This is an optimization exercise on Yosys and OpenROAD, whose aim is small area, not a production implementation. Function was checked by simulation only, so behaviour that the tests miss may differ from the original. Power figures rest on the tool's default switching activity, not on a simulated workload.

==> design/flow/design.v <==
module spi_unit #(
    parameter integer CLKFREQ = 80000000
) (
    input  wire        clk,
    input  wire        rst,          
    input  wire        mb_we,
    input  wire [31:0] mb_wdata,
    output wire [31:0] mb_rdata,
    output wire        sclk,
    output reg         mosi,
    input  wire        miso,
    output wire        mem_we,
    output wire [14:0] mem_addr,
    output wire [7:0]  mem_wdata
);
    localparam [31:0] BUSY = 32'hFFFF_FFFD;
    localparam [26:0] ACC0 = 27'd67108864 - (CLKFREQ / 2);
    reg [31:0] mbn;          
    reg        cpol;
    reg        cpha;
    reg        bitorder;     
    reg [30:0] freq;
    reg        s_wop;        
    reg        s_shift;      
    reg        s_store;      
    reg        s_done;       
    reg [1:0]  kd;           
    reg [4:0]  pos;          
    reg [4:0]  rem;          
    reg        phase;        
    reg [26:0] z;            
    wire [31:0] mb   = ~mbn;
    wire        busy = s_shift | s_store | s_done;
    wire        s_cmd = ~(s_wop | busy);
    assign mb_rdata  = busy ? BUSY : mb;
    assign sclk      = cpol ^ phase;
    assign mem_we    = s_store;
    assign mem_addr  = mb[14:0];
    assign mem_wdata = mb[31:24];
    wire       fn_ok  = (mb[7:4] == 4'd0) & (~mb[3] | (mb[2:0] == 3'd0));    
    wire [3:0] fn     = mb[3:0];
    wire       cmd    = s_cmd & mb[31] & fn_ok;
    wire       rsv    = s_cmd & mb[31] & ~fn_ok;    
    wire       f_rd   = (fn == 4'd1) | (fn == 4'd3);
    wire       f_mode = (fn == 4'd5);
    wire       f_bits = (fn == 4'd6);
    wire       f_get  = fn[3];
    wire       f_opr  = ~f_rd & ~f_mode & ~f_bits & ~f_get;    
    wire       opnd   = s_wop & ~mb[31];                        
    wire [4:0] nm1;
    wire [5:0] nb;
    assign nb[0] = 1'b1;
    genvar gi;
    generate
        for (gi = 0; gi < 5; gi = gi + 1) begin : g_nm1
            assign nm1[gi]    = mb[8 + gi] ^ nb[gi];
            assign nb[gi + 1] = nb[gi] & ~mb[8 + gi];
        end
    endgenerate
    wire        tick = z[26];
    wire [25:0] y;                        
    wire [26:0] yc;
    assign yc[9]  = 1'b0;
    assign y[8:0] = z[8:0];
    generate
        for (gi = 9; gi < 26; gi = gi + 1) begin : g_cor
            wire kb = tick & ACC0[gi];
            assign y[gi]      = z[gi] ^ kb ^ yc[gi];
            assign yc[gi + 1] = (z[gi] & kb) | (z[gi] & yc[gi]) | (kb & yc[gi]);
        end
    endgenerate
    wire [26:0] z_nxt;                    
    wire [26:0] sc;
    assign sc[0] = 1'b0;
    generate
        for (gi = 0; gi < 26; gi = gi + 1) begin : g_add
            wire fb = (gi < 25) ? freq[gi] : 1'b0;
            assign z_nxt[gi]  = y[gi] ^ fb ^ sc[gi];
            assign sc[gi + 1] = (y[gi] & fb) | (y[gi] & sc[gi]) | (fb & sc[gi]);
        end
    endgenerate
    assign z_nxt[26] = sc[26];
    wire start = (cmd & f_rd) | (opnd & ~kd[0]);
    always @(posedge clk) begin
        if ((s_cmd | s_wop) & ~start)
            z <= {1'b1, 26'd0};
        else if (!s_store)
            z <= z_nxt;
    end
    wire lead  = s_shift & tick & ~phase;
    wire trail = s_shift & tick & phase;
    wire reads = kd[0] | kd[1];
    wire samp  = reads & (cpha ? trail : lead);
    wire last  = (rem == 5'd0);
    wire [4:0] pos_adv;
    wire [5:0] pt;
    assign pt[0] = 1'b1;
    generate
        for (gi = 0; gi < 5; gi = gi + 1) begin : g_pos
            assign pos_adv[gi] = pos[gi] ^ pt[gi];
            assign pt[gi + 1]  = pt[gi] & (pos[gi] ^ bitorder);
        end
    endgenerate
    wire [4:0] rem_dec;
    wire [5:0] rb;
    assign rb[0] = 1'b1;
    generate
        for (gi = 0; gi < 5; gi = gi + 1) begin : g_rem
            assign rem_dec[gi] = rem[gi] ^ rb[gi];
            assign rb[gi + 1]  = rb[gi] & ~rem[gi];
        end
    endgenerate
    wire [3:0] pd_lo = {pos[1:0] == 2'd3, pos[1:0] == 2'd2, pos[1:0] == 2'd1, pos[1:0] == 2'd0};
    wire [7:0] pd_hi = {pos[4:2] == 3'd7, pos[4:2] == 3'd6, pos[4:2] == 3'd5, pos[4:2] == 3'd4,
                        pos[4:2] == 3'd3, pos[4:2] == 3'd2, pos[4:2] == 3'd1, pos[4:2] == 3'd0}
                       & {8{samp & miso}};
    wire [31:0] wr;
    generate
        for (gi = 0; gi < 32; gi = gi + 1) begin : g_wr
            assign wr[gi] = pd_hi[gi / 4] & pd_lo[gi % 4];
        end
    endgenerate
    wire [8:0] cnt     = mb[23:15];
    wire       cnt_z   = (cnt[7:0] == 8'd0);
    wire       cnt_end = cnt[8] & cnt_z;
    wire [23:0] st_val;
    wire [15:0] ac;
    assign ac[0] = 1'b1;
    generate
        for (gi = 0; gi < 15; gi = gi + 1) begin : g_inc
            assign st_val[gi] = mb[gi] ^ ac[gi];
            assign ac[gi + 1] = mb[gi] & ac[gi];
        end
    endgenerate
    assign st_val[23:15] = {cnt[7:0], cnt[8] ^ cnt[4] ^ cnt_z};
    wire set_all = rsv | (cmd & (f_mode | f_bits)) | (opnd & (kd == 2'b11))
                 | (s_done & ~kd[0]);
    wire set_hi  = set_all | (cmd & f_opr);
    wire ld_all  = cmd & (f_rd | f_get);
    wire ld_0    = cmd & ~f_mode & ~f_bits;
    wire cclr    = opnd & (kd == 2'b10);
    wire [30:0] fget = freq & {31{f_get}};
    wire [31:0] mbn_d;
    generate
        for (gi = 0; gi < 32; gi = gi + 1) begin : g_mb
            wire set = (gi == 0) ? set_all : set_hi;
            wire ld  = (gi == 0) ? ld_0 : ld_all;
            wire ldv = (gi < 31) ? fget[gi] : 1'b0;
            wire stv = (gi < 24) ? st_val[gi] : 1'b0;    
            wire clr = (gi >= 15) ? cclr : 1'b0;
            assign mbn_d[gi] = mb_we  ? ~mb_wdata[gi] :    
                               set    ? 1'b0 :
                               wr[gi] ? 1'b0 :
                               ld     ? ~ldv :
                               s_store ? ~stv :
                               clr    ? 1'b1 : mbn[gi];
        end
    endgenerate
    always @(posedge clk) begin
        if (rst)
            mbn <= 32'd0;                         
        else
            mbn <= mbn_d;
    end
    always @(posedge clk) begin
        if (rst) begin
            cpol     <= 1'b0;
            cpha     <= 1'b0;
            bitorder <= 1'b0;
            freq     <= 31'd0;
            phase    <= 1'b0;
            mosi     <= 1'b0;
            s_wop    <= 1'b0;
            s_shift  <= 1'b0;
            s_store  <= 1'b0;
            s_done   <= 1'b0;
        end else if (s_cmd) begin
            kd  <= {mb[2], mb[0]};
            rem <= mb[2] ? 5'd7 : nm1;
            pos <= bitorder ? (mb[2] ? 5'd31 : nm1) : {mb[2], mb[2], 3'b000};
            if (cmd) begin
                if (f_rd) begin
                    if (mb[12:8] == 5'd0)
                        s_done <= 1'b1;
                    else
                        s_shift <= 1'b1;
                end
                if (f_mode) begin
                    cpha <= mb[8];
                    cpol <= mb[9];
                end
                if (f_bits)
                    bitorder <= mb[10];
                if (f_opr)
                    s_wop <= 1'b1;
            end
        end else if (s_wop) begin
            if (~mb[31]) begin
                s_wop <= 1'b0;
                if (kd == 2'b11) begin
                    freq <= mb[30:0];
                end else if (kd == 2'b10) begin
                    s_shift <= 1'b1;
                end else if (rem == 5'd31) begin
                    s_done <= 1'b1;       
                end else begin
                    s_shift <= 1'b1;
                    if (!cpha) begin
                        mosi <= mb[pos];
                        pos  <= pos_adv;
                    end
                end
            end
        end else if (s_shift) begin
            if (tick) begin
                phase <= ~phase;
                if (!phase) begin
                    if (!reads && cpha)
                        mosi <= mb[pos];
                end else begin
                    pos <= pos_adv;
                    rem <= rem_dec;
                    if (!reads && !cpha && !last)
                        mosi <= mb[pos];
                    if (last) begin
                        s_shift <= 1'b0;
                        if (kd[1])
                            s_store <= 1'b1;
                        else
                            s_done <= 1'b1;
                    end
                end
            end
        end else if (s_store) begin
            s_store <= 1'b0;
            if (cnt_end) begin
                s_done <= 1'b1;
            end else begin
                s_shift <= 1'b1;
                pos     <= bitorder ? 5'd31 : 5'd24;
                rem     <= 5'd7;
            end
        end else begin
            s_done <= 1'b0;
        end
    end
endmodule
==> design/flow/flow/run.sh <==
#!/bin/bash
# Own layout flow: the standard flow, with three changes.
#  1. After the standard synthesis, the combinational logic is mapped again
#     by ABC for area. Flip-flops, tie cells and (in one variant) adder cells
#     stay exactly as the standard synthesis made them. Each ABC script in
#     flow/resyn*.abc is tried, with and without keeping the half adders, and
#     the smallest netlist is kept.
#  2. The port buffers use the smallest buffer cell.
#  3. The clock tree uses clkbuf_8 and no dummy loads.
# Each tool writes its full output to a log file in this folder.
set -euo pipefail
here=$(pwd)
res=$here/orfs/results/${FLOW_PLATFORM}/spi_unit/base
lib=$FLOW_HOME/platforms/${FLOW_PLATFORM}/lib/sky130_fd_sc_hd__tt_025C_1v80.lib
yosys=${YOSYS_EXE:-$FLOW_HOME/../tools/install/yosys/bin/yosys}
knobs=(
  BUFFER_PORTS_ARGS="-buffer_cell sky130_fd_sc_hd__buf_1"
  CTS_ARGS="-sink_clustering_enable -repair_clock_nets -buf_list sky130_fd_sc_hd__clkbuf_8 -dont_use_dummy_load"
)

# 1. standard synthesis
bash standard.sh "${knobs[@]}" "$res/1_2_yosys.v" > synth_flow.log 2>&1
cp "$res/1_2_yosys.v" standard_1_2_yosys.v

# 2. remap the combinational logic, keep the smallest result
python3 flow/cellfunc.py "$lib" map_fa.v 'fa|fah|fahcin|fahcon' > cellfunc.log 2>&1
python3 flow/cellfunc.py "$lib" map_faha.v 'fa|ha|fah|fahcin|fahcon' >> cellfunc.log 2>&1
best=""
best_area=""
for map in fa faha; do
  for abc in flow/resyn*.abc; do
    tag=${map}_$(basename "$abc" .abc)
    cat > "resyn_$tag.ys" <<EOT
read_liberty -lib $lib
read_verilog standard_1_2_yosys.v
hierarchy -check -top $FLOW_TOP
techmap -map map_$map.v
opt -purge
techmap
opt -fast
abc -liberty $lib -script $here/$abc -dont_use *lpflow* -dont_use *probe*
opt_clean -purge
hilomap -singleton -hicell sky130_fd_sc_hd__conb_1 HI -locell sky130_fd_sc_hd__conb_1 LO
splitnets
opt_clean -purge
stat -liberty $lib
write_verilog -noattr -noexpr -nohex -nodec resyn_$tag.v
EOT
    if "$yosys" -s "resyn_$tag.ys" > "resyn_$tag.log" 2>&1; then
      area=$(sed -n "s/.*Chip area for module .*: \([0-9.]*\).*/\1/p" "resyn_$tag.log" | tail -1)
      echo "$tag $area" >> resyn_areas.txt
      if [[ -n "$area" ]] && { [[ -z "$best_area" ]] || awk "BEGIN{exit !($area < $best_area)}"; }; then
        best=$tag
        best_area=$area
      fi
    fi
  done
done
echo "kept $best $best_area" >> resyn_areas.txt
cp "resyn_$best.v" "$res/1_2_yosys.v"

# 3. the rest of the standard flow
bash standard.sh "${knobs[@]}" finish > standard_flow.log 2>&1
==> design/flow/flow/cellfunc.py <==
#!/usr/bin/env python3
"""Write a Yosys techmap file that turns the platform's combinational cells
back into logic (full adders, tie cells and all cells with state are left
alone). usage: cellfunc.py LIB OUT [KEEP_REGEX]"""
import re, sys
txt = open(sys.argv[1]).read()
out = []
for c in re.split(r'\n\s*cell\s*\(\s*"?', txt)[1:]:
    name = re.match(r'(\w+)', c).group(1)
    if re.search(r'\bff\s*\(|\blatch\s*\(|statetable', c):
        continue
    keep = sys.argv[3] if len(sys.argv) > 3 else r'fa|fah|fahcin|fahcon'
    if re.search(r'__(' + keep + r'|conb|tap\w*|decap|fill|diode|probe\w*|lpflow\w*)_', name + '_'):
        continue
    ins, outs = [], []
    for p, body in re.findall(r'\n\s*pin\s*\(\s*"?(\w+)"?\s*\)\s*\{(.*?)\n\s{8}\}', c, re.S):
        d = re.search(r'direction\s*:\s*"?(\w+)', body)
        if not d:
            continue
        if d.group(1) == 'input':
            ins.append(p)
        elif d.group(1) == 'output':
            f = re.search(r'function\s*:\s*"([^"]*)"', body)
            if f:
                outs.append((p, f.group(1)))
    if not outs or not ins:
        continue
    body = ''
    for p, f in outs:
        f = f.replace('!', '~').replace('*', '&').replace('+', '|')
        f = re.sub(r'(\w|\))\s+(?=[\w(~])', r'\1&', f)
        body += '  output %s;\n  assign %s = %s;\n' % (p, p, f)
    out.append('module %s(%s);\n%s%sendmodule\n' % (
        name, ', '.join(ins + [p for p, _ in outs]), ''.join('  input %s;\n' % i for i in ins), body))
open(sys.argv[2], 'w').write(''.join(out))
==> design/flow/flow/resyn1.abc <==
strash
balance -l
resub -K 6 -l
rewrite -l
resub -K 6 -N 2 -l
refactor -l
resub -K 8 -l
balance -l
resub -K 8 -N 2 -l
rewrite -l
resub -K 10 -l
rewrite -z -l
resub -K 10 -N 2 -l
balance -l
resub -K 12 -l
refactor -z -l
resub -K 12 -N 2 -l
rewrite -z -l
balance -l
dch -f
amap -m
topo
==> design/flow/flow/resyn2.abc <==
strash
balance -l
resub -K 6 -l
rewrite -l
resub -K 6 -N 2 -l
refactor -l
resub -K 8 -l
balance -l
resub -K 8 -N 2 -l
rewrite -l
resub -K 10 -l
rewrite -z -l
resub -K 10 -N 2 -l
balance -l
resub -K 12 -l
refactor -z -l
resub -K 12 -N 2 -l
rewrite -z -l
balance -l
dch -f
amap
topo
==> design/flow/flow/resyn3.abc <==
strash
&get -n
&fraig -x
&put
scorr
dc2
strash
balance -l
resub -K 6 -l
rewrite -l
resub -K 6 -N 2 -l
refactor -l
resub -K 8 -l
balance -l
resub -K 8 -N 2 -l
rewrite -l
resub -K 10 -l
rewrite -z -l
resub -K 10 -N 2 -l
balance -l
resub -K 12 -l
refactor -z -l
resub -K 12 -N 2 -l
rewrite -z -l
balance -l
dch -f
amap
topo
==> design/flow/flow/resyn4.abc <==
strash
balance -l
resub -K 6 -l
rewrite -l
resub -K 6 -N 2 -l
refactor -l
resub -K 8 -l
balance -l
resub -K 8 -N 2 -l
rewrite -l
resub -K 10 -l
rewrite -z -l
resub -K 10 -N 2 -l
balance -l
resub -K 12 -l
refactor -z -l
resub -K 12 -N 2 -l
rewrite -z -l
balance -l
dch -f
map -a
topo
==> design/flow/flow/resyn5.abc <==
strash
balance -l
resub -K 6 -l
rewrite -l
resub -K 6 -N 2 -l
refactor -l
resub -K 8 -l
balance -l
resub -K 8 -N 2 -l
rewrite -l
resub -K 10 -l
rewrite -z -l
resub -K 10 -N 2 -l
balance -l
resub -K 12 -l
refactor -z -l
resub -K 12 -N 2 -l
rewrite -z -l
balance -l
balance -l
resub -K 6 -l
rewrite -l
resub -K 6 -N 2 -l
refactor -l
resub -K 8 -l
balance -l
resub -K 8 -N 2 -l
rewrite -l
resub -K 10 -l
rewrite -z -l
resub -K 10 -N 2 -l
balance -l
resub -K 12 -l
refactor -z -l
resub -K 12 -N 2 -l
rewrite -z -l
balance -l
dch -f
amap
topo
==> design/flow/flow/resyn6.abc <==
strash
&get -n
&fraig -x
&put
scorr
dc2
strash
balance -l
resub -K 6 -l
rewrite -l
resub -K 6 -N 2 -l
refactor -l
resub -K 8 -l
balance -l
resub -K 8 -N 2 -l
rewrite -l
resub -K 10 -l
rewrite -z -l
resub -K 10 -N 2 -l
balance -l
resub -K 12 -l
refactor -z -l
resub -K 12 -N 2 -l
rewrite -z -l
balance -l
dch -f
amap
strash
dch -f
amap
topo
==> design/flow/flow/resyn7.abc <==
strash
&get -n
&fraig -x
&put
scorr
dc2
strash
balance -l
resub -K 6 -l
rewrite -l
resub -K 6 -N 2 -l
refactor -l
resub -K 8 -l
balance -l
resub -K 8 -N 2 -l
rewrite -l
resub -K 10 -l
rewrite -z -l
resub -K 10 -N 2 -l
balance -l
resub -K 12 -l
refactor -z -l
resub -K 12 -N 2 -l
rewrite -z -l
balance -l
dch -f
amap -m
topo
==> design/flow/flow/resyn8.abc <==
strash
&get -n
&fraig -x
&put
scorr
dc2
strash
balance -l
resub -K 6 -l
rewrite -l
resub -K 6 -N 2 -l
refactor -l
resub -K 8 -l
balance -l
resub -K 8 -N 2 -l
rewrite -l
resub -K 10 -l
rewrite -z -l
resub -K 10 -N 2 -l
balance -l
resub -K 12 -l
refactor -z -l
resub -K 12 -N 2 -l
rewrite -z -l
balance -l
dc2
dch -f
amap
topo
==> design/flow/flow/resyn9.abc <==
strash
&get -n
&fraig -x
&put
scorr
dc2
strash
balance -l
resub -K 6 -l
rewrite -l
resub -K 6 -N 2 -l
refactor -l
resub -K 8 -l
balance -l
resub -K 8 -N 2 -l
rewrite -l
resub -K 10 -l
rewrite -z -l
resub -K 10 -N 2 -l
balance -l
resub -K 12 -l
refactor -z -l
resub -K 12 -N 2 -l
rewrite -z -l
balance -l
&get -n
&dch -f
&nf -R 1000
&put
==> design/flow/standard.sh <==
#!/bin/bash
# synth_recipe.tcl (not shown) runs the flow's synth.tcl, then flattens the netlist and writes it again
# the make line also repeats each setting of config.mk as NAME=value (left out here)
make -C /OpenROAD-flow-scripts/flow DESIGN_CONFIG=/design/flow/config.mk WORK_HOME=/design/flow/orfs CLKGATE_MAP_FILE= SYNTH_SCRIPT=/design/flow/synth_recipe.tcl "${@:-finish}"
==> design/flow/config.mk <==
export PLATFORM = sky130hd
export DESIGN_NAME = spi_unit
export DESIGN_NICKNAME = spi_unit
export VERILOG_FILES = /design/flow/design.v
export SDC_FILE = /design/flow/constraint.sdc
export NUM_CORES = 4
export LEC_CHECK = 0
export CAP_MARGIN = 20
export CORE_MARGIN = 2
export CORE_UTILIZATION = 40
export GPL_TIMING_DRIVEN = 0
export SLEW_MARGIN = 20
==> design/flow/constraint.sdc <==
create_clock -name core_clock -period 10.0 [get_ports {clk}]
set_input_delay 2.0000 -clock core_clock [delete_from_list [all_inputs] [get_ports {clk}]]
set_output_delay 2.0000 -clock core_clock [all_outputs]
set_load 0.01 [all_outputs]
==> out/results.ini, run 1 <==
[placed_design]
dpl_cell_area_um2 = 6783
place_inst = 1027
post-place-ws_ns = 0.2534
portBuffers = 93
post-dp-hpwl_um = 14650
place.gp.congestion = 0.8992

[power_and_ir_drop]
power_mw = 1.786
leakagePower_nw = 2.215
powerDensity_nw_per_um2 = 257.9
ir_drop_v = 0.0001354

[setup_path]
r2r_setup_slack_ns = 0.56
cp_max_fo = 3
critPathMaxStageDelay_ns = 0.44
cp.required_ns = 10.28
rr_endpoint = z[25]
worstSetupPathType = flop to flop
slowest_stage = fa_1
arrival_ns = 9.71
end_kind = flop
r2r_start = freq[0]
setup.worst_path.start_class = flop
cp_common_cell = fa_1
reg2reg_depth = 31

[worst_hold_path]
hold_end = freq[29]
hold_path_class = flop to flop
min-delay-start = freq[29]
min_path_cells = 2

[clock_tree]
cts-buffers-inserted = 9
hold_buffers = 0
clkLatencyLatePin_ns = 0.40
post_cts_buffers = 0
cts-root-buf = clkbuf_8
clockBufferDepth = 2
clk_pin_slew_ns = 0.11
cts.sinks = 111
cts_tree = done
ctsResizeCount = 0
htree_levels = 3

[cells_and_area]
fin_nets = 918
drive_above_1_share = 0.03420
layout.cells.non_filler = 1036
final_common_cell = nor2_1
area_growth_pct = 13.82
fin_util = 0.4606
antenna_cells = 0
final_area_um2 = 6924
num-fill-cells = 1530
final_cell_mix = nor2_1, clkinv_1, dfxtp_1

[sta]
drv_slew = 0
setup_viol = 0
layout_min_cycle_time_ns = 9.437
min_period_over_period = 0.9437
hold_viol_final = 0
holdWs_ns = 0.4664
finClkSkew_ns = 0.02464
totalNegativeSetupSlack_ns = 0
rsz0062_at_grt = false
maxSlewHeadroom = 0.3770
tightest_slew_ns = 0.9323
clock.fmax_mhz = 106.0
timing.final.ws_setup_ns = 0.5628

[logic_synthesis]
yosysWarnings = 1
netlist_area_um2 = 6083
synth_cells = 739
synth_nets = 807
avgSynthCellArea_um2 = 8.232

[routing]
highest_layer = met4
drtPass1Iterations = 5
viasPerCell = 5.849
ant_nets = 0
drc_errors = 0
drt-met1-wl_um = 9068
routed-wl-met3_um = 1208
drt_iter0_markers = 524
route.detailed.wl_per_inst_um = 18.98
wl_um = 19660
num_vias = 6060
route.met2.wl_um = 8922

[run_status]
status = timing/DRC/antenna clean

[floorplanning]
die_area_um2 = 16210
core_um2 = 15030
die_x_um = 127.3
rows = 45
start_util = 0.4047
io_pins = 94
dieHeight_um = 127.3

[global_routing]
grt_start_max_net_pins = 45
grt_usage = 0.2473
grt_pass1_vias = 5510
grt_overflow = 0
grt_pass1_wl_um = 31080
antenna_found_initial = 0

[flow_run]
maxCapViolCount = 0

==> power by group <==
part / switching (mW) / internal [mW]
combinational: 0.574 / 0.302
clock: 0.146 / 0.0815
sequential: 0.133 / 0.551
total: 0.852 / 0.934
==> state kept, by name (all words and copies together) (netlist names) <==
name / cells
mbn: 32
freq: 31
z: 27
pos: 5
rem: 5
kd: 2
bitorder: 1
cpha: 1
cpol: 1
mosi: 1
phase: 1
s_done: 1
s_shift: 1
s_store: 1
s_wop: 1
==> final cells by class <==
class	count	area (um^2)	share of cell area
Clock buffer	9	123.9	0.01789
Inverter	106	400.4	0.05782
Multi-Input combinational cell	522	3371	0.4868
Sequential cell	111	2344	0.3385
Tap cell	188	235.2	0.03397
Timing Repair Buffer	100	450.4	0.06505
==> per-layer routing <==
layer,vias to the layer above,track usage
li1,2911,-
met1,2870,0.3519
met2,247,0.3850
met3,32,0.04816
met4,0,0.06917
met5,-,0
==> worst max path at each step <==
stage / startpoint / endpoint / slack, ns / depth (start not counted)
2_1_floorplan: freq[0] / z[25] / 0.76 / 31
3_3_place_gp: freq[0] / z[25] / 0.09 / 31
3_5_place_dp: freq[0] / z[25] / 0.25 / 31
4_1_cts: freq[0] / z[25] / 0.19 / 31
5_1_grt: freq[0] / z[25] / 0.04 / 31
6_report: freq[0] / z[25] / 0.56 / 31
==> critical path, delay by kind of cell (launching register included) <==
kind            cells  cell delay [ns]
buf+inv             2             0.19
flops               1             0.34
simple gates        4             0.37
fa+ha+maj          24             8.21
compound gates      1             0.21
==> run 2, diff against run 1 <==
--- a/design/flow/config.mk
+++ b/design/flow/config.mk
@@ -9,4 +9,3 @@
 export CORE_MARGIN = 2
 export CORE_UTILIZATION = 40
-export GPL_TIMING_DRIVEN = 0
 export SLEW_MARGIN = 20
==> out/results.ini, run 2 <==
[routing]
num_vias = 5951  ; was 6,060
viasPerCell = 5.728  ; was 5.849
drc_errors = 0  ; unchanged
drt_iter0_markers = 477  ; was 524
wl_um = 19940  ; was 19,660 um
drtPass1Iterations = 7  ; was 5
ant_nets = 0  ; unchanged
route.detailed.wl_per_inst_um = 19.19  ; was 18.98 um

[cells_and_area]
area_growth_pct = 13.23  ; was 13.82%
drive_above_1_share = 0.03055  ; was 0.03420
top_regs = mbn (32), freq (31), z (27)  ; unchanged
multi_input_area_um2 = 3363  ; was 3371 um^2
antenna_cells = 0  ; unchanged
layout.cells.non_filler = 1039  ; was 1,036
final_common_cell = nor2_1  ; unchanged
fin_nets = 921  ; was 918
final_cell_mix = nor2_1, clkinv_1, dfxtp_1  ; unchanged
largest_reg_flops = 32  ; unchanged
top_register = mbn  ; unchanged
seqCellArea_um2 = 2342  ; was 2344 um^2
num-fill-cells = 1569  ; was 1,530

[global_routing]
grt_start_max_net_pins = 45  ; unchanged
grt_pass1_vias = 5554  ; was 5,510
grt_pass1_wl_um = 31230  ; was 31,080 um
grt_usage = 0.2506  ; was 0.2473
antenna_found_initial = 0  ; unchanged
grt_overflow = 0  ; unchanged

[power_and_ir_drop]
leakagePower_nw = 2.201  ; was 2.215 nW
ir_drop_v = 0.0001867  ; was 0.0001354 V
powerDensity_nw_per_um2 = 257.3  ; was 257.9 nW/um^2

[sta]
drv_slew = 0  ; unchanged
setup_viol = 0  ; unchanged
clock.fmax_mhz = 104.5  ; was 106.0 MHz
rsz0062_at_grt = false  ; unchanged
layout_min_cycle_time_ns = 9.565  ; was 9.437 ns
hold_viol_final = 0  ; unchanged
min_period_over_period = 0.9565  ; was 0.9437
maxSlewHeadroom = 0.3370  ; was 0.3770
totalNegativeSetupSlack_ns = 0  ; unchanged
tightest_slew_ns = 0.9922  ; was 0.9323 ns
holdWs_ns = 0.4698  ; was 0.4664 ns
finClkSkew_ns = 0.02419  ; was 0.02464 ns

[placed_design]
post-dp-hpwl_um = 14460  ; was 14,650 um
portBuffers = 93  ; unchanged
place.gp.congestion = 0.8811  ; was 0.8992
place_inst = 1030  ; was 1,027

[logic_synthesis]
netlist_area_um2 = 6083  ; unchanged
yosysWarnings = 1  ; unchanged
avgSynthCellArea_um2 = 8.232  ; unchanged
synth_cells = 739  ; unchanged
synth_nets = 807  ; unchanged

[clock_tree]
clk_pin_slew_ns = 0.10  ; was 0.11 ns
cts-buffers-inserted = 9  ; unchanged
hold_buffers = 0  ; unchanged
htree_levels = 3  ; unchanged
cts_tree = done  ; unchanged
cts.sinks = 111  ; unchanged
cts-root-buf = clkbuf_8  ; unchanged
clockBufferDepth = 2  ; unchanged
clkLatencyLatePin_ns = 0.39  ; was 0.40 ns

[setup_path]
end_kind = flop  ; unchanged
setup.worst_path.start_class = flop  ; unchanged
cp_common_cell = fa_1  ; unchanged
slowest_stage = fa_1  ; unchanged
cp_max_fo = 3  ; unchanged
cp.required_ns = 10.29  ; was 10.28 ns
arrival_ns = 9.86  ; was 9.71 ns
critPathMaxStageDelay_ns = 0.44  ; about the same
worstSetupPathType = flop to flop  ; unchanged

[floorplanning]
core_um2 = 15030  ; unchanged
rows = 45  ; unchanged
die_x_um = 127.3  ; unchanged
die_area_um2 = 16210  ; unchanged
start_util = 0.4047  ; unchanged
io_pins = 94  ; unchanged
dieHeight_um = 127.3  ; unchanged

[worst_hold_path]
hold_path_class = flop to flop  ; unchanged

[flow_run]
maxCapViolCount = 0  ; unchanged

[run_status]
status = timing/DRC/antenna clean  ; unchanged

[run 2: changes by cell type in the layout (fill, tap and decap cells not counted)]
cell,before,now
buf_16,2,0
buf_2,1,0
buf_4,3,10
buf_6,2,0
clkbuf_2,0,1
clkinv_1,104,106
clkinv_2,2,0
dfxtp_1,98,99
dfxtp_2,1,0
fa_1,26,29
fa_2,6,3
[run 2: worst paths after layout]
path / slack, ns / to / cells past startpoint / from
worst min register to register: 0.47 / freq[30] / 2 / freq[30]
worst min-delay path: 0.47 / freq[30] / 2 / freq[30]
worst max-delay path: 0.43 / z[25] / 31 / freq[0]
worst max register to register: 0.43 / z[25] / 31 / freq[0]
[run 2: repair_timing]
item / in CTS / in global routing
resized for setup: 0 / 4
setup buffers: 0 / 0
setup endpoints to repair: 0 / 1
[run 2: layout make-up]
class / instances / area share
timing repair buffer: 103 / 0.06176
clock buffer: 9 / 0.01798
inverter: 106 / 0.05777
tap: 188 / 0.03415
multi-input combinational: 522 / 0.4883
sequential: 111 / 0.3401
[run 2: through the flow]
| stage | area [um^2] | setup WS (ns) | power [mW] | utilization |
|---|---|---|---|---|
| finish | 6888 | 0.4345 | 1.772 | 0.4582 |
| global route | 6888 | 0.01527 | 1.909 | 0.4582 |
| CTS | 6878 | 0.3246 | 1.768 | 0.4575 |
| detailed placement | 6754 | 0.3560 | 1.542 | 0.4493 |
| global placement | 6754 | 0.3702 | 1.541 | 0.4493 |
| floorplan | 6083 | 0.7565 | 1.230 | - |
[run 2: worst max-delay path: cells and delay by family (launching register included)]
family,cells,cell delay [ns]
fa+ha+maj,24,8.40
simple gates,4,0.38
compound gates,1,0.18
buf+inv,2,0.19
flops,1,0.34
[run 2: power breakdown]
| part | internal (mW) | switching [mW] |
|---|---|---|
| Clock | 0.0814 | 0.144 |
| Sequential | 0.551 | 0.112 |
| Combinational | 0.291 | 0.592 |
[run 2: routing by layer]
metal	track usage	wire (um)
met1	0.3647	9238
met5	0	0
met3	0.04774	1341
met4	0.07175	414
met2	0.3806	8941
==> run 3, diff against run 2 <==
--- a/design/flow/config.mk
+++ b/design/flow/config.mk
@@ -6,6 +6,6 @@
 export NUM_CORES = 4
 export LEC_CHECK = 0
-export CAP_MARGIN = 20
+export CAP_MARGIN = 5
 export CORE_MARGIN = 2
 export CORE_UTILIZATION = 40
-export SLEW_MARGIN = 20
+export SLEW_MARGIN = 5
==> out/results.ini, run 3 <==
[setup_path]
startpoint = freq[0]  ; unchanged
worstSetupPathType = flop to flop  ; unchanged
cp_max_fo = 3  ; unchanged
endpoint = z[25]  ; unchanged
slowest_stage = fa_1  ; unchanged
arrival_ns = 9.86  ; about the same
cp_common_cell = fa_1  ; unchanged
setup.worst_path.start_class = flop  ; unchanged
r2r_setup_slack_ns = 0.43  ; about the same
end_kind = flop  ; unchanged
cp.depth = 31  ; unchanged
reg2reg_depth = 31  ; unchanged
r2r_start = freq[0]  ; unchanged
rr_endpoint = z[25]  ; unchanged
worst-path-buf-inv = 2  ; unchanged
critPathMaxStageDelay_ns = 0.44  ; about the same
crit_family = adder cells  ; unchanged
cp.required_ns = 10.29  ; about the same

[cells_and_area]
fin_nets = 921  ; unchanged
antenna_cells = 0  ; unchanged
area_growth_pct = 13.23  ; unchanged
seqCellArea_um2 = 2342  ; unchanged
final_area_um2 = 6888  ; unchanged
final_cell_mix = nor2_1, clkinv_1, dfxtp_1  ; unchanged
num-fill-cells = 1569  ; unchanged
top_regs = mbn (32), freq (31), z (27)  ; unchanged
largest_reg_flops = 32  ; unchanged
final_common_cell = nor2_1  ; unchanged
drive_above_1_share = 0.03055  ; unchanged
fin_util = 0.4582  ; unchanged
top_register = mbn  ; unchanged
multi_input_area_um2 = 3363  ; unchanged

[global_routing]
grt_start_max_net_pins = 45  ; unchanged
grt_pass1_vias = 5554  ; unchanged
antenna_found_initial = 0  ; unchanged
grt_usage = 0.2506  ; unchanged
grt_overflow = 0  ; unchanged
grt_pass1_wl_um = 31230  ; unchanged

[routing]
ant_nets = 0  ; unchanged
route.detailed.wl_per_inst_um = 19.19  ; unchanged
drt_iter0_markers = 477  ; unchanged
viasPerCell = 5.728  ; unchanged
num_vias = 5951  ; unchanged
drtPass1Iterations = 7  ; unchanged
wl_um = 19940  ; unchanged
drc_errors = 0  ; unchanged

[floorplanning]
die_x_um = 127.3  ; unchanged
start_util = 0.4047  ; unchanged
rows = 45  ; unchanged
io_pins = 94  ; unchanged
dieHeight_um = 127.3  ; unchanged
core_um2 = 15030  ; unchanged
die_area_um2 = 16210  ; unchanged

[sta]
min_period_over_period = 0.9565  ; unchanged
layout_min_cycle_time_ns = 9.565  ; unchanged
clock.fmax_mhz = 104.5  ; unchanged
finClkSkew_ns = 0.02419  ; unchanged
drv_slew = 0  ; unchanged
holdWs_ns = 0.4698  ; unchanged
tightest_slew_ns = 0.9922  ; unchanged
hold_viol_final = 0  ; unchanged
totalNegativeSetupSlack_ns = 0  ; unchanged
setup_viol = 0  ; unchanged
maxSlewHeadroom = 0.3370  ; unchanged
rsz0062_at_grt = false  ; unchanged

[clock_tree]
cts-root-buf = clkbuf_8  ; unchanged
clockBufferDepth = 2  ; unchanged
clkLatencyLatePin_ns = 0.39  ; about the same
cts-buffers-inserted = 9  ; unchanged
cts.sinks = 111  ; unchanged
htree_levels = 3  ; unchanged
clk_pin_slew_ns = 0.10  ; about the same
hold_buffers = 0  ; unchanged
cts_tree = done  ; unchanged

[placed_design]
place.gp.congestion = 0.8811  ; unchanged
dpl_cell_area_um2 = 6754  ; unchanged
portBuffers = 93  ; unchanged
post-dp-hpwl_um = 14460  ; unchanged

[logic_synthesis]
yosysWarnings = 1  ; unchanged
netlist_area_um2 = 6083  ; unchanged
synth_cells = 739  ; unchanged
synth_nets = 807  ; unchanged
avgSynthCellArea_um2 = 8.232  ; unchanged

[power_and_ir_drop]
leakagePower_nw = 2.201  ; unchanged
powerDensity_nw_per_um2 = 257.3  ; unchanged
power_mw = 1.772  ; unchanged
ir_drop_v = 0.0001867  ; unchanged

[run_status]
status = timing/DRC/antenna clean  ; unchanged

[flow_run]
maxCapViolCount = 0  ; unchanged

[worst_hold_path]
hold_path_class = flop to flop  ; unchanged

==> run 3: worst register-to-register path, delay by kind of cell (launching register included) <==
family	cells	cell delay, ns
fa+ha+maj	24	8.41
simple gates	4	0.38
flops	1	0.34
buf+inv	2	0.19
compound gates	1	0.18
==> run 3: area by class of cell <==
cell class,instances,share of cell area
multi-input cells,522,0.4883
well taps,188,0.03415
clock buffers,9,0.01798
repair buffers,103,0.06176
inverters,106,0.05777
flip-flops and latches,111,0.3401
==> run 3: worst min-delay path by stage <==
stage,start,endpoint,slack [ns],cells after the start
floorplan,z[0],z[0],0.43,1
global placement,z[0],z[0],0.44,1
detailed placement,z[0],z[0],0.45,1
CTS,z[0],z[0],0.47,1
global route,freq[29],freq[29],0.49,2
finish,freq[30],freq[30],0.47,2
==> run 3: timing repair <==
item	CTS	global route
setup buffers	0	0
resized for setup	0	4
endpoints found under the setup margin	0	1
==> run 3: routing by layer <==
| layer | GRT usage | share of wire |
|---|---|---|
| met5 | 0 | 0 |
| met3 | 0.04774 | 0.067 |
| met1 | 0.3647 | 0.46 |
| met2 | 0.3806 | 0.45 |
| met4 | 0.07175 | 0.021 |
==> run 3: stage by stage <==
stage	setup slack, ns	std cells
2_1_floorplan	0.7565	739
3_3_place_gp	0.3702	1030
3_5_place_dp	0.3560	1030
4_1_cts	0.3246	1039
5_1_grt	0.01527	1039
6_report	0.4345	1039
==> run 3: where the power goes <==
| group | switching [mW] | leakage, nW | internal [mW] |
|---|---|---|---|
| clock network | 0.144 | 0.0647 | 0.0814 |
| logic | 0.592 | 1.22 | 0.291 |
| registers | 0.112 | 0.915 | 0.551 |
| total | 0.849 | 2.20 | 0.923 |
==> run 4, diff against run 3 <==
--- a/design/flow/design.v
+++ b/design/flow/design.v
@@ -149,10 +149,7 @@
             wire stv = (gi < 24) ? st_val[gi] : 1'b0;    
             wire clr = (gi >= 15) ? cclr : 1'b0;
-            assign mbn_d[gi] = mb_we  ? ~mb_wdata[gi] :    
-                               set    ? 1'b0 :
-                               wr[gi] ? 1'b0 :
-                               ld     ? ~ldv :
-                               s_store ? ~stv :
-                               clr    ? 1'b1 : mbn[gi];
+            wire keep = ~(ld | s_store | clr);
+            wire unit = set | wr[gi] | (ld & ldv) | (s_store & stv) | (keep & mb[gi]);
+            assign mbn_d[gi] = ~(mb_we ? mb_wdata[gi] : unit);    
         end
     endgenerate
--- a/design/flow/config.mk
+++ b/design/flow/config.mk
@@ -6,6 +6,6 @@
 export NUM_CORES = 4
 export LEC_CHECK = 0
-export CAP_MARGIN = 5
+export CAP_MARGIN = 20
 export CORE_MARGIN = 2
 export CORE_UTILIZATION = 40
-export SLEW_MARGIN = 5
+export SLEW_MARGIN = 20
==> out/results.ini, run 4 <==
[run_status]
status = timing/DRC/antenna clean  ; unchanged

[routing]
drc_errors = 0  ; unchanged
ant_nets = 0  ; unchanged
viasPerCell = 6.047  ; was 5.728
route.detailed.wl_per_inst_um = 20.06  ; was 19.19 um
num_vias = 6144  ; was 5,951
wl_um = 20380  ; was 19,940 um
drtPass1Iterations = 5  ; was 7
drt_iter0_markers = 685  ; was 477

[sta]
setup_viol = 0  ; unchanged
drv_slew = 0  ; unchanged
clock.fmax_mhz = 106.5  ; was 104.5 MHz
layout_min_cycle_time_ns = 9.390  ; was 9.565 ns
rsz0062_at_grt = false  ; unchanged
hold_viol_final = 0  ; unchanged
timing.final.ws_setup_ns = 0.6096  ; was 0.4345 ns
totalNegativeSetupSlack_ns = 0  ; unchanged
maxSlewHeadroom = 0.3079  ; was 0.3370
tightest_slew_ns = 1.027  ; was 0.9922 ns
min_period_over_period = 0.9390  ; was 0.9565
finClkSkew_ns = 0.03678  ; was 0.02419 ns

[floorplanning]
dieHeight_um = 126.2  ; was 127.3 um
die_x_um = 126.2  ; was 127.3 um
core_um2 = 14530  ; was 15,030 um^2
io_pins = 94  ; unchanged
start_util = 0.4109  ; was 0.4047
die_area_um2 = 15920  ; was 16,210 um^2
rows = 44  ; was 45

[setup_path]
crit_family = adder cells  ; unchanged
cp.required_ns = 10.27  ; was 10.29 ns
worstSetupPathType = flop to flop  ; unchanged
worst-path-buf-inv = 2  ; unchanged
critPathMaxStageDelay_ns = 0.45  ; was 0.44 ns
arrival_ns = 9.66  ; was 9.86 ns
rr_endpoint = z[25]  ; unchanged
slowest_stage = fa_1  ; unchanged
r2r_start = freq[0]  ; unchanged
reg2reg_depth = 31  ; unchanged
cp_common_cell = fa_1  ; unchanged
end_kind = flop  ; unchanged
setup.worst_path.start_class = flop  ; unchanged
cp_max_fo = 4  ; was 3
r2r_setup_slack_ns = 0.61  ; was 0.43 ns

[worst_hold_path]
hold_path_class = flop to flop  ; unchanged
hold_end = z[0]  ; was freq[30]
min_path_cells = 1  ; was 2
min-delay-start = z[0]  ; was freq[30]

[cells_and_area]
final_common_cell = nor2_1  ; unchanged
fin_nets = 902  ; was 921
seqCellArea_um2 = 2342  ; unchanged
num-fill-cells = 1458  ; was 1,569
top_regs = mbn (32), freq (31), z (27)  ; unchanged
drive_above_1_share = 0.03606  ; was 0.03055
top_register = mbn  ; unchanged
area_growth_pct = 13.49  ; was 13.23%
fin_util = 0.4663  ; was 0.4582
largest_reg_flops = 32  ; unchanged
final_cell_mix = nor2_1, clkinv_1, dfxtp_1  ; unchanged
multi_input_area_um2 = 3286  ; was 3363 um^2
antenna_cells = 0  ; unchanged
layout.cells.non_filler = 1016  ; was 1,039

[clock_tree]
cts_tree = done  ; unchanged
post_cts_buffers = 0  ; unchanged
cts.sinks = 111  ; unchanged
cts-buffers-inserted = 9  ; unchanged
clk_pin_slew_ns = 0.11  ; was 0.10 ns
htree_levels = 3  ; unchanged
cts-root-buf = clkbuf_8  ; unchanged
clkLatencyLatePin_ns = 0.39  ; about the same
clockBufferDepth = 2  ; unchanged

[power_and_ir_drop]
leakagePower_nw = 2.120  ; was 2.201 nW
powerDensity_nw_per_um2 = 179.6  ; was 257.3 nW/um^2
ir_drop_v = 0.00009401  ; was 0.0001867 V

[logic_synthesis]
netlist_area_um2 = 5972  ; was 6083 um^2
synth_nets = 789  ; was 807
synth_cells = 721  ; was 739
avgSynthCellArea_um2 = 8.283  ; was 8.232 um^2
yosysWarnings = 1  ; unchanged

[placed_design]
post-dp-hpwl_um = 14730  ; was 14,460 um
post-place-ws_ns = 0.2951  ; was 0.3560 ns
place.gp.congestion = 0.9133  ; was 0.8811
portBuffers = 93  ; unchanged
place_inst = 1007  ; was 1,030

[global_routing]
grt_start_max_net_pins = 47  ; was 45
grt_pass1_vias = 5948  ; was 5,554
antenna_found_initial = 0  ; unchanged
grt_pass1_wl_um = 32050  ; was 31,230 um
grt_usage = 0.2583  ; was 0.2506
grt_overflow = 0  ; unchanged

[flow_run]
maxCapViolCount = 0  ; unchanged

## run 4: power by group
group / internal, mW / switching [mW]
Sequential: 0.498 / 0.0456
Combinational: 0.152 / 0.297
Clock: 0.0814 / 0.143
Total: 0.732 / 0.485
## run 4: how the worst max path moves through the flow
| stage | endpoint | start | slack (ns) | cells past startpoint |
|---|---|---|---|---|
| after floorplan | z[25] | freq[0] | 0.81 | 31 |
| after global placement | z[25] | freq[0] | 0.40 | 31 |
| after detailed placement | z[25] | freq[0] | 0.30 | 31 |
| after CTS | z[25] | freq[0] | 0.26 | 31 |
| after global routing | z[25] | freq[0] | 0.05 | 31 |
| final | z[25] | freq[0] | 0.61 | 31 |
## run 4: area by class of cell
type | count | share of cell area
clock buffers | 9 | 0.01828
inverters | 101 | 0.05594
multi-input cells | 509 | 0.4848
flip-flops and latches | 111 | 0.3456
well taps | 184 | 0.03397
repair buffers | 102 | 0.06147
## run 4: through the flow
step | hold slack, ns | power [mW] | cell area (um^2)
4_1_cts | 0.4656 | 1.218 | 6754
3_3_place_gp | 0.4407 | 0.9730 | 6630
2_1_floorplan | 0.4287 | 0.8436 | 5972
3_5_place_dp | 0.4518 | 0.9936 | 6630
5_1_grt | 0.5061 | 1.301 | 6778
6_report | 0.4761 | 1.217 | 6778
## run 4: layer usage
| layer | track usage | routed length, um | vias up |
|---|---|---|---|
| li1 | - | - | 2860 |
| met1 | 0.3448 | 8785 | 2981 |
| met2 | 0.4133 | 9377 | 269 |
| met3 | 0.06202 | 1648 | 34 |
| met4 | 0.08597 | 568 | 0 |
| met5 | 0 | 0 | - |
## run 4: timing repair
action                                  in CTS  in global routing
endpoints found under the setup margin       0                  3
gates resized for setup                      0                 10
hold buffers                                 0                  0
==> run 5, diff against run 4 <==
--- a/design/flow/design.v
+++ b/design/flow/design.v
@@ -160,4 +160,11 @@
             mbn <= mbn_d;
     end
+    wire send   = ~kd[1] & ~kd[0];
+    wire n0     = (rem == 5'd31);             
+    wire go_snd = opnd & send & ~n0;          
+    wire fin    = trail & last;               
+    wire adv    = (go_snd & ~cpha) | trail;
+    wire mo_en  = (go_snd & ~cpha) | (lead & send & cpha) | (trail & send & ~cpha & ~last);
+    wire nxtb   = s_store & ~cnt_end;         
     always @(posedge clk) begin
         if (rst) begin
@@ -172,72 +179,39 @@
             s_store  <= 1'b0;
             s_done   <= 1'b0;
-        end else if (s_cmd) begin
+        end else begin
+            if (cmd & f_mode) begin
+                cpha <= mb[8];
+                cpol <= mb[9];
+            end
+            if (cmd & f_bits)
+                bitorder <= mb[10];
+            if (opnd & (kd == 2'b11))
+                freq <= mb[30:0];
+            if (s_shift & tick)
+                phase <= ~phase;
+            if (mo_en)
+                mosi <= mb[pos];
+            s_wop   <= (cmd & f_opr) | (s_wop & mb[31]);
+            s_shift <= (cmd & f_rd & (mb[12:8] != 5'd0)) | (opnd & (kd == 2'b10)) | go_snd
+                     | (s_shift & ~fin) | nxtb;
+            s_store <= fin & kd[1];
+            s_done  <= (cmd & f_rd & (mb[12:8] == 5'd0)) | (opnd & send & n0)
+                     | (fin & ~kd[1]) | (s_store & cnt_end);
+        end
+    end
+    always @(posedge clk) begin
+        if (s_cmd) begin
             kd  <= {mb[2], mb[0]};
             rem <= mb[2] ? 5'd7 : nm1;
             pos <= bitorder ? (mb[2] ? 5'd31 : nm1) : {mb[2], mb[2], 3'b000};
-            if (cmd) begin
-                if (f_rd) begin
-                    if (mb[12:8] == 5'd0)
-                        s_done <= 1'b1;
-                    else
-                        s_shift <= 1'b1;
-                end
-                if (f_mode) begin
-                    cpha <= mb[8];
-                    cpol <= mb[9];
-                end
-                if (f_bits)
-                    bitorder <= mb[10];
-                if (f_opr)
-                    s_wop <= 1'b1;
+        end else begin
+            if (adv)
+                pos <= pos_adv;
+            if (trail)
+                rem <= rem_dec;
+            if (nxtb) begin
+                pos <= bitorder ? 5'd31 : 5'd24;
+                rem <= 5'd7;
             end
-        end else if (s_wop) begin
-            if (~mb[31]) begin
-                s_wop <= 1'b0;
-                if (kd == 2'b11) begin
-                    freq <= mb[30:0];
-                end else if (kd == 2'b10) begin
-                    s_shift <= 1'b1;
-                end else if (rem == 5'd31) begin
-                    s_done <= 1'b1;       
-                end else begin
-                    s_shift <= 1'b1;
-                    if (!cpha) begin
-                        mosi <= mb[pos];
-                        pos  <= pos_adv;
-                    end
-                end
-            end
-        end else if (s_shift) begin
-            if (tick) begin
-                phase <= ~phase;
-                if (!phase) begin
-                    if (!reads && cpha)
-                        mosi <= mb[pos];
-                end else begin
-                    pos <= pos_adv;
-                    rem <= rem_dec;
-                    if (!reads && !cpha && !last)
-                        mosi <= mb[pos];
-                    if (last) begin
-                        s_shift <= 1'b0;
-                        if (kd[1])
-                            s_store <= 1'b1;
-                        else
-                            s_done <= 1'b1;
-                    end
-                end
-            end
-        end else if (s_store) begin
-            s_store <= 1'b0;
-            if (cnt_end) begin
-                s_done <= 1'b1;
-            end else begin
-                s_shift <= 1'b1;
-                pos     <= bitorder ? 5'd31 : 5'd24;
-                rem     <= 5'd7;
-            end
-        end else begin
-            s_done <= 1'b0;
         end
     end
==> out/results.ini, run 5 <==
[floorplanning]
die_x_um = 125.7  ; was 126.2 um
dieHeight_um = 125.7  ; was 126.2 um
start_util = 0.4089  ; was 0.4109
die_area_um2 = 15790  ; was 15,920 um^2
io_pins = 94  ; unchanged
rows = 44  ; unchanged
core_um2 = 14480  ; was 14,530 um^2

[global_routing]
antenna_found_initial = 0  ; unchanged
grt_pass1_vias = 5984  ; was 5,948
grt_usage = 0.2610  ; was 0.2583
grt_pass1_wl_um = 32490  ; was 32,050 um
grt_overflow = 0  ; unchanged
grt_start_max_net_pins = 54  ; was 47

[flow_run]
maxCapViolCount = 0  ; unchanged

[setup_path]
cp.required_ns = 10.26  ; was 10.27 ns
setup.worst_path.start_class = flop  ; unchanged
worstSetupPathType = flop to flop  ; unchanged
cp.depth = 32  ; was 31
crit_family = adder cells  ; unchanged
cp_max_fo = 4  ; unchanged
reg2reg_depth = 32  ; was 31
end_kind = flop  ; unchanged
worst-path-buf-inv = 3  ; was 2
cp_common_cell = fa_1  ; unchanged
critPathMaxStageDelay_ns = 0.44  ; was 0.45 ns
arrival_ns = 9.85  ; was 9.66 ns
slowest_stage = fa_1  ; unchanged

[sta]
tightest_slew_ns = 0.8980  ; was 1.027 ns
setup_viol = 0  ; unchanged
maxSlewHeadroom = 0.3858  ; was 0.3079
layout_min_cycle_time_ns = 9.589  ; was 9.390 ns
totalNegativeSetupSlack_ns = 0  ; unchanged
drv_slew = 0  ; unchanged
min_period_over_period = 0.9589  ; was 0.9390
hold_viol_final = 0  ; unchanged
finClkSkew_ns = 0.02537  ; was 0.03678 ns
rsz0062_at_grt = false  ; unchanged
clock.fmax_mhz = 104.3  ; was 106.5 MHz

[cells_and_area]
top_regs = mbn (32), freq (31), z (27)  ; unchanged
top_register = mbn  ; unchanged
final_common_cell = nor2_1  ; unchanged
drive_above_1_share = 0.03771  ; was 0.03606
final_cell_mix = nor2_1, clkinv_1, dfxtp_1  ; unchanged
fin_util = 0.4647  ; was 0.4663
area_growth_pct = 13.65  ; was 13.49%
antenna_cells = 0  ; unchanged
fin_nets = 892  ; was 902
seqCellArea_um2 = 2342  ; unchanged
multi_input_area_um2 = 3236  ; was 3286 um^2
num-fill-cells = 1490  ; was 1,458
largest_reg_flops = 32  ; unchanged

[routing]
ant_nets = 0  ; unchanged
viasPerCell = 6.088  ; was 6.047
wl_um = 20440  ; was 20,380 um
drtPass1Iterations = 6  ; was 5
drc_errors = 0  ; unchanged
num_vias = 6125  ; was 6,144
route.detailed.wl_per_inst_um = 20.32  ; was 20.06 um
drt_iter0_markers = 635  ; was 685

[placed_design]
place.gp.congestion = 0.9185  ; was 0.9133
portBuffers = 93  ; unchanged
post-dp-hpwl_um = 14500  ; was 14,730 um

[clock_tree]
clk_pin_slew_ns = 0.10  ; was 0.11 ns
cts-root-buf = clkbuf_8  ; unchanged
cts_tree = done  ; unchanged
clkLatencyLatePin_ns = 0.40  ; was 0.39 ns
cts-buffers-inserted = 9  ; unchanged
ctsResizeCount = 0  ; unchanged
clockBufferDepth = 2  ; unchanged
hold_buffers = 0  ; unchanged
htree_levels = 3  ; unchanged
cts.sinks = 111  ; unchanged
post_cts_buffers = 0  ; unchanged

[power_and_ir_drop]
powerDensity_nw_per_um2 = 112.1  ; was 179.6 nW/um^2
leakagePower_nw = 2.107  ; was 2.120 nW
ir_drop_v = 0.00005996  ; was 0.00009401 V

[worst_hold_path]
hold_path_class = flop to flop  ; unchanged
min_path_cells = 1  ; unchanged

[logic_synthesis]
synth_cells = 710  ; was 721
yosysWarnings = 1  ; unchanged
synth_nets = 778  ; was 789
netlist_area_um2 = 5921  ; was 5972 um^2
avgSynthCellArea_um2 = 8.339  ; was 8.283 um^2

[run_status]
status = timing/DRC/antenna clean  ; unchanged

-- run 5: final cells by class --
class | count | area share
clock buffer | 9 | 0.01841
inverter | 100 | 0.05578
multi-input combinational | 499 | 0.4808
sequential | 111 | 0.3481
tap | 184 | 0.03421
timing repair buffer | 103 | 0.06266
-- run 5: worst reg2reg max path: cells and delay by family, from the launching register on --
kind	cells	cell delay, ns
AO/OA/AOI/OAI	3	0.30
adder cells (fa/ha/maj)	24	8.40
buffers and inverters	3	0.27
flip-flops	1	0.32
AND/OR/NAND/NOR	2	0.20
-- run 5: worst paths after layout --
path | slack [ns] | to | from
max | 0.41 | z[25] | freq[0]
min | 0.47 | z[0] | z[0]
max reg2reg | 0.41 | z[25] | freq[0]
min reg2reg | 0.47 | z[0] | z[0]
-- run 5: where the power goes --
part	switching [mW]	internal, mW	total [mW]
logic	0.0384	0.0182	0.0565
clock network	0.148	0.0814	0.229
registers	0.0123	0.456	0.468
total	0.199	0.556	0.754
-- run 5: metal layers --
metal | GRT usage | share of wire
met5 | 0 | 0
met4 | 0.1092 | 0.036
met3 | 0.04758 | 0.072
met2 | 0.4114 | 0.46
met1 | 0.3546 | 0.44
-- run 5: metrics by stage --
| step | cell area, um^2 | cells | hold WS, ns | worst slack [ns] | power [mW] |
|---|---|---|---|---|---|
| 2_1_floorplan | 5921 | 710 | 0.4287 | 0.8428 | 0.5055 |
| 4_1_cts | 6696 | 1005 | 0.4687 | 0.1315 | 0.7592 |
| 5_1_grt | 6729 | 1006 | 0.4968 | 0.01836 | 0.7806 |
| 3_3_place_gp | 6573 | 996 | 0.4413 | 0.3956 | 0.5337 |
| 6_report | 6729 | 1006 | 0.4673 | 0.4112 | 0.7544 |
| 3_5_place_dp | 6573 | 996 | 0.4519 | 0.1939 | 0.5342 |
==> run 6, diff against run 5 <==
--- a/design/flow/design.v
+++ b/design/flow/design.v
@@ -58,14 +58,18 @@
         end
     endgenerate
-    wire        tick = z[26];
+    wire        start = (cmd & f_rd) | (opnd & ~kd[0]);
+    wire        tick  = z[26];
+    wire        zt    = tick;
+    wire [25:0] zx    = z[25:0];
+    wire [24:0] fx    = freq[24:0] & {25{~s_store}};
     wire [25:0] y;                        
     wire [26:0] yc;
     assign yc[9]  = 1'b0;
-    assign y[8:0] = z[8:0];
+    assign y[8:0] = zx[8:0];
     generate
         for (gi = 9; gi < 26; gi = gi + 1) begin : g_cor
-            wire kb = tick & ACC0[gi];
-            assign y[gi]      = z[gi] ^ kb ^ yc[gi];
-            assign yc[gi + 1] = (z[gi] & kb) | (z[gi] & yc[gi]) | (kb & yc[gi]);
+            wire kb = zt & ACC0[gi];
+            assign y[gi]      = zx[gi] ^ kb ^ yc[gi];
+            assign yc[gi + 1] = (zx[gi] & kb) | (zx[gi] & yc[gi]) | (kb & yc[gi]);
         end
     endgenerate
@@ -75,5 +79,5 @@
     generate
         for (gi = 0; gi < 26; gi = gi + 1) begin : g_add
-            wire fb = (gi < 25) ? freq[gi] : 1'b0;
+            wire fb = (gi < 25) ? fx[gi] : 1'b0;
             assign z_nxt[gi]  = y[gi] ^ fb ^ sc[gi];
             assign sc[gi + 1] = (y[gi] & fb) | (y[gi] & sc[gi]) | (fb & sc[gi]);
@@ -81,9 +85,8 @@
     endgenerate
     assign z_nxt[26] = sc[26];
-    wire start = (cmd & f_rd) | (opnd & ~kd[0]);
     always @(posedge clk) begin
         if ((s_cmd | s_wop) & ~start)
-            z <= {1'b1, 26'd0};
-        else if (!s_store)
+            z <= {1'b1, 26'd0};           
+        else
             z <= z_nxt;
     end
--- a/design/flow/flow/run.sh
+++ b/design/flow/flow/run.sh
@@ -16,5 +16,5 @@
 knobs=(
   BUFFER_PORTS_ARGS="-buffer_cell sky130_fd_sc_hd__buf_1"
-  CTS_ARGS="-sink_clustering_enable -repair_clock_nets -buf_list sky130_fd_sc_hd__clkbuf_8 -dont_use_dummy_load"
+  CTS_ARGS="-sink_clustering_enable -repair_clock_nets -buf_list sky130_fd_sc_hd__clkbuf_16 -sink_clustering_size 30 -dont_use_dummy_load"
 )
 
==> out/results.ini, run 6 <==
[logic_synthesis]
avgSynthCellArea_um2 = 8.272  ; was 8.339 um^2
synth_nets = 773  ; was 778
netlist_area_um2 = 5832  ; was 5921 um^2
synth_cells = 705  ; was 710
yosysWarnings = 1  ; unchanged

[setup_path]
rr_endpoint = z[25]  ; unchanged
r2r_start = s_store  ; was freq[0]
worstSetupPathType = flop to flop  ; unchanged
setup.worst_path.start_class = flop  ; unchanged
end_kind = flop  ; unchanged
reg2reg_depth = 31  ; was 32
cp_max_fo = 4  ; unchanged
r2r_setup_slack_ns = 0.38  ; was 0.41 ns
slowest_stage = fa_1  ; unchanged
cp_common_cell = fa_2  ; was fa_1
cp.required_ns = 10.25  ; was 10.26 ns
critPathMaxStageDelay_ns = 0.46  ; was 0.44 ns
arrival_ns = 9.86  ; was 9.85 ns

[cells_and_area]
multi_input_area_um2 = 3154  ; was 3236 um^2
top_register = mbn  ; unchanged
fin_nets = 890  ; was 892
num-fill-cells = 1429  ; was 1,490
seqCellArea_um2 = 2346  ; was 2342 um^2
top_regs = mbn (32), freq (31), z (27)  ; unchanged
area_growth_pct = 16.63  ; was 13.65%
final_cell_mix = nor2_1, clkinv_1, dfxtp_1  ; unchanged
drive_above_1_share = 0.05122  ; was 0.03771
final_common_cell = nor2_1  ; unchanged
antenna_cells = 0  ; unchanged
final_area_um2 = 6802  ; was 6729 um^2
fin_util = 0.4734  ; was 0.4647
layout.cells.non_filler = 1004  ; was 1,006
largest_reg_flops = 32  ; unchanged

[routing]
viasPerCell = 5.756  ; was 6.088
wl_um = 19250  ; was 20,440 um
ant_nets = 0  ; unchanged
drt_iter0_markers = 448  ; was 635
drtPass1Iterations = 5  ; was 6
drc_errors = 0  ; unchanged
num_vias = 5779  ; was 6,125
route.detailed.wl_per_inst_um = 19.17  ; was 20.32 um

[power_and_ir_drop]
p_switching_mw = 0.2012  ; was 0.1987 mW
combinationalPowerShare = 0.066  ; was 0.075
powerDensity_nw_per_um2 = 122.8  ; was 112.1 nW/um^2
power_frac_seq = 0.560  ; was 0.621
power_mw = 0.8349  ; was 0.7544 mW
leakagePower_nw = 2.174  ; was 2.107 nW
intPower_mw = 0.6336  ; was 0.5557 mW
p_clk_frac = 0.374  ; was 0.304
ir_drop_v = 0.00007634  ; was 0.00005996 V
swShare = 0.2410  ; was 0.2634

[global_routing]
antenna_found_initial = 0  ; unchanged
grt_overflow = 0  ; unchanged
grt_usage = 0.2466  ; was 0.2610
grt_pass1_vias = 5631  ; was 5,984
grt_pass1_wl_um = 30400  ; was 32,490 um
grt_start_max_net_pins = 41  ; was 54

[floorplanning]
rows = 44  ; unchanged
die_area_um2 = 15560  ; was 15,790 um^2
dieHeight_um = 124.7  ; was 125.7 um
io_pins = 94  ; unchanged
core_um2 = 14370  ; was 14,480 um^2
start_util = 0.4059  ; was 0.4089
die_x_um = 124.7  ; was 125.7 um

[clock_tree]
clk_pin_slew_ns = 0.07  ; was 0.10 ns
clkLatencyLatePin_ns = 0.36  ; was 0.40 ns
clockBufferDepth = 2  ; unchanged
post_cts_buffers = 0  ; unchanged
cts.sinks = 111  ; unchanged
htree_levels = 3  ; unchanged
cts_tree = done  ; unchanged
cts-root-buf = clkbuf_16  ; was clkbuf_8
hold_buffers = 0  ; unchanged
cts-buffers-inserted = 9  ; unchanged

[sta]
layout_min_cycle_time_ns = 9.619  ; was 9.589 ns
hold_viol_final = 0  ; unchanged
maxSlewHeadroom = 0.3859  ; was 0.3858
tightest_slew_ns = 0.9155  ; was 0.8980 ns
clock.fmax_mhz = 104.0  ; was 104.3 MHz
rsz0062_at_grt = false  ; unchanged
holdWs_ns = 0.4779  ; was 0.4673 ns
drv_slew = 0  ; unchanged
finClkSkew_ns = 0.01636  ; was 0.02537 ns
min_period_over_period = 0.9619  ; was 0.9589
timing.final.ws_setup_ns = 0.3809  ; was 0.4112 ns
totalNegativeSetupSlack_ns = 0  ; unchanged
setup_viol = 0  ; unchanged

[placed_design]
post-place-ws_ns = -0.3013  ; was 0.1939 ns
place.gp.congestion = 0.9512  ; was 0.9185
post-dp-hpwl_um = 14060  ; was 14,500 um
portBuffers = 93  ; unchanged
dpl_cell_area_um2 = 6543  ; was 6573 um^2
place_inst = 995  ; was 996

[worst_hold_path]
min_path_cells = 2  ; was 1
min-delay-start = freq[30]  ; was z[0]
hold_end = freq[30]  ; was z[0]
hold_path_class = flop to flop  ; unchanged

[run_status]
status = timing/DRC/antenna clean  ; unchanged

[flow_run]
maxCapViolCount = 0  ; unchanged

run 6: worst max path at each step:
stage / slack, ns / from / end
after floorplan: 0.01 / s_store / z[25]
after global placement: -0.17 / s_store / z[25]
after detailed placement: -0.30 / s_store / z[25]
after CTS: 0.03 / s_store / z[25]
after global routing: 0.009 / s_store / z[25]
final: 0.38 / s_store / z[25]
run 6: power by group through the flow:
stage | sequential (mW) | combinational [mW] | clock (mW)
after floorplan | 0.473 | 0.0304 | 0
after global placement | 0.477 | 0.0538 | 0
after detailed placement | 0.477 | 0.0544 | 0
after CTS | 0.467 | 0.0547 | 0.318
after global routing | 0.468 | 0.0603 | 0.335
final | 0.468 | 0.0552 | 0.312
run 6: cell type report:
cell class,instances,share of cell area
Clock buffer,9,0.03311
Inverter,103,0.05868
Multi-Input combinational cell,491,0.4638
Sequential cell,111,0.3449
Tap cell,184,0.03385
Timing Repair Buffer,106,0.06567
run 6: worst max-delay path, delay by kind of cell (launching register included):
| kind | cells | cell delay, ns |
|---|---|---|
| DFF | 1 | 0.38 |
| adders and majority gates | 24 | 8.48 |
| buffers and inverters | 4 | 0.29 |
| AOI/OAI and AO/OA | 2 | 0.20 |
| and+or+nand+nor | 1 | 0.17 |
run 6: layer usage:
metal | wire length [um] | global-route usage | vias up
met1 | 8788 | 0.3399 | 2781
met5 | 0 | 0 | -
li1 | - | - | 2746
met2 | 8893 | 0.3944 | 232
met3 | 1265 | 0.03995 | 20
met4 | 301 | 0.08394 | 0
run 6: timing repair:
action | CTS | global route
endpoints found under the hold margin | 0 | 0
resized for setup | 7 | 6
endpoints found under the setup margin | 3 | 3
pin swaps | 1 | 0
==> run 7, diff against run 6 <==
--- a/design/flow/flow/run.sh
+++ b/design/flow/flow/run.sh
@@ -16,5 +16,5 @@
 knobs=(
   BUFFER_PORTS_ARGS="-buffer_cell sky130_fd_sc_hd__buf_1"
-  CTS_ARGS="-sink_clustering_enable -repair_clock_nets -buf_list sky130_fd_sc_hd__clkbuf_16 -sink_clustering_size 30 -dont_use_dummy_load"
+  CTS_ARGS="-sink_clustering_enable -repair_clock_nets -buf_list sky130_fd_sc_hd__clkbuf_8 -dont_use_dummy_load"
 )
 
--- a/design/flow/config.mk
+++ b/design/flow/config.mk
@@ -8,4 +8,5 @@
 export CAP_MARGIN = 20
 export CORE_MARGIN = 2
-export CORE_UTILIZATION = 40
+export CORE_UTILIZATION = 55
+export PLACE_DENSITY = 0.75
 export SLEW_MARGIN = 20
==> out/results.ini, run 7 <==
[logic_synthesis]
yosysWarnings = 1  ; unchanged
avgSynthCellArea_um2 = 8.272  ; unchanged
netlist_area_um2 = 5832  ; unchanged
synth_cells = 705  ; unchanged

[routing]
route.detailed.wl_per_inst_um = 19.57  ; was 19.17 um
ant_nets = 0  ; unchanged
drtPass1Iterations = 5  ; unchanged
drc_errors = 0  ; unchanged

[setup_path]
worstSetupPathType = flop to flop  ; unchanged
cp.required_ns = 10.27  ; was 10.25 ns
critPathMaxStageDelay_ns = 0.46  ; about the same
worst-path-buf-inv = 4  ; unchanged
cp_max_fo = 4  ; unchanged
setup.worst_path.start_class = flop  ; unchanged
end_kind = flop  ; unchanged
crit_family = adder cells  ; unchanged
cp_common_cell = fa_2  ; unchanged
arrival_ns = 9.92  ; was 9.86 ns

[placed_design]
place_inst = 946  ; was 995
place.gp.congestion = 0.9775  ; was 0.9512
portBuffers = 93  ; unchanged
post-dp-hpwl_um = 13780  ; was 14,060 um
post-place-ws_ns = -0.3163  ; was -0.3013 ns
dpl_cell_area_um2 = 6482  ; was 6543 um^2

[power_and_ir_drop]
p_switching_mw = 0.1900  ; was 0.2012 mW
power_frac_seq = 0.626  ; was 0.560
powerDensity_nw_per_um2 = 112.1  ; was 122.8 nW/um^2
leakagePower_nw = 2.119  ; was 2.174 nW
swShare = 0.2549  ; was 0.2410
p_clk_frac = 0.301  ; was 0.374
intPower_mw = 0.5553  ; was 0.6336 mW

[run_status]
status = timing/DRC/antenna clean  ; unchanged

[clock_tree]
cts-buffers-inserted = 9  ; unchanged
hold_buffers = 0  ; unchanged
cts.sinks = 111  ; unchanged
post_cts_buffers = 0  ; unchanged
clockBufferDepth = 2  ; unchanged
clk_pin_slew_ns = 0.10  ; was 0.07 ns
cts-root-buf = clkbuf_8  ; was clkbuf_16

[global_routing]
grt_pass1_wl_um = 29530  ; was 30,400 um
antenna_found_initial = 0  ; unchanged
grt-busiest-layer = met2  ; unchanged
gr-usage-met3 = 0.06505  ; was 0.03995
gr-usage-met2 = 0.5505  ; was 0.3944
grt.met1_usage = 0.4451  ; was 0.3399
grt_usage = 0.3378  ; was 0.2466

[sta]
setup_viol = 0  ; unchanged
totalNegativeSetupSlack_ns = 0  ; unchanged
timing.final.ws_setup_ns = 0.3497  ; was 0.3809 ns
drv_slew = 0  ; unchanged
layout_min_cycle_time_ns = 9.650  ; was 9.619 ns
rsz0062_at_grt = false  ; unchanged
maxSlewHeadroom = 0.3868  ; was 0.3859
finClkSkew_ns = 0.02162  ; was 0.01636 ns
clock.fmax_mhz = 103.6  ; was 104.0 MHz
hold_viol_final = 0  ; unchanged

[cells_and_area]
top_regs = mbn (32), freq (31), z (27)  ; unchanged
layout.cells.non_filler = 955  ; was 1,004
drive_above_1_share = 0.05617  ; was 0.05122
final_common_cell = nor2_1  ; unchanged
final_area_um2 = 6648  ; was 6802 um^2
fin_nets = 889  ; was 890
top_register = mbn  ; unchanged
area_growth_pct = 13.99  ; was 16.63%
largest_reg_flops = 32  ; unchanged

[flow_run]
maxCapViolCount = 0  ; unchanged

[floorplanning]
rows = 37  ; was 44
die_area_um2 = 11440  ; was 15,560 um^2
die_x_um = 107.0  ; was 124.7 um
start_util = 0.5649  ; was 0.4059
core_um2 = 10320  ; was 14,370 um^2

run 7: repair_timing:
action                     CTS  global route
gates resized for setup     10             6
cloned                       0             0
setup endpoints to repair    3             3
pin swaps                    2             1
run 7: path summary, 6_finish.rpt:
path         startpoint        to  slack (ns)  depth (start not counted)
max             s_store     z[25]        0.35                         31
min            freq[16]  freq[16]        0.48                          2
max reg2reg     s_store     z[25]        0.35                         31
min reg2reg    freq[16]  freq[16]        0.48                          2
run 7: per-stage QoR:
stage	hold WS, ns	util
global placement	0.4528	0.6277
global route	0.5030	0.6439
floorplan	0.4327	-
CTS	0.4822	0.6425
finish	0.4817	0.6439
detailed placement	0.4658	0.6279
run 7: layer usage:
metal | wire (um) | up-vias
met4 | 552 | 0
met1 | 7585 | 2797
met2 | 8696 | 334
li1 | - | 2737
met3 | 1858 | 43
met5 | 0 | -
run 7: power groups by stage:
stage               logic, mW  clock network [mW]  registers [mW]
floorplan              0.0304                   0           0.473
CTS                    0.0537               0.223           0.466
detailed placement     0.0532                   0           0.477
global route           0.0596               0.239           0.468
finish                 0.0544               0.224           0.467
global placement       0.0525                   0           0.477
run 7: cell type report:
cell class / count / area [um^2] / area share
Multi-Input combinational cell: 491 / 3169 / 0.4768
Sequential cell: 111 / 2346 / 0.3529
Timing Repair Buffer: 105 / 439.2 / 0.06606
Inverter: 103 / 399.1 / 0.06004
Tap cell: 136 / 170.2 / 0.02560
Clock buffer: 9 / 123.9 / 0.01863
run 7: worst reg2reg max path, delay by kind of cell, from the launching register on:
family,cells,cell delay [ns]
flops,1,0.39
simple gates,1,0.17
buf+inv,4,0.29
compound gates,2,0.20
fa+ha+maj,24,8.48

Re-timed with assumed drivers on the ports (clkbuf_16 on the clock, buf_2 on other inputs), run 7 has 0.350 ns of setup slack against 0.350 ns with ideal ports, and 0.350 ns once port delays also move by the mid clock arrival of 0.413 ns.
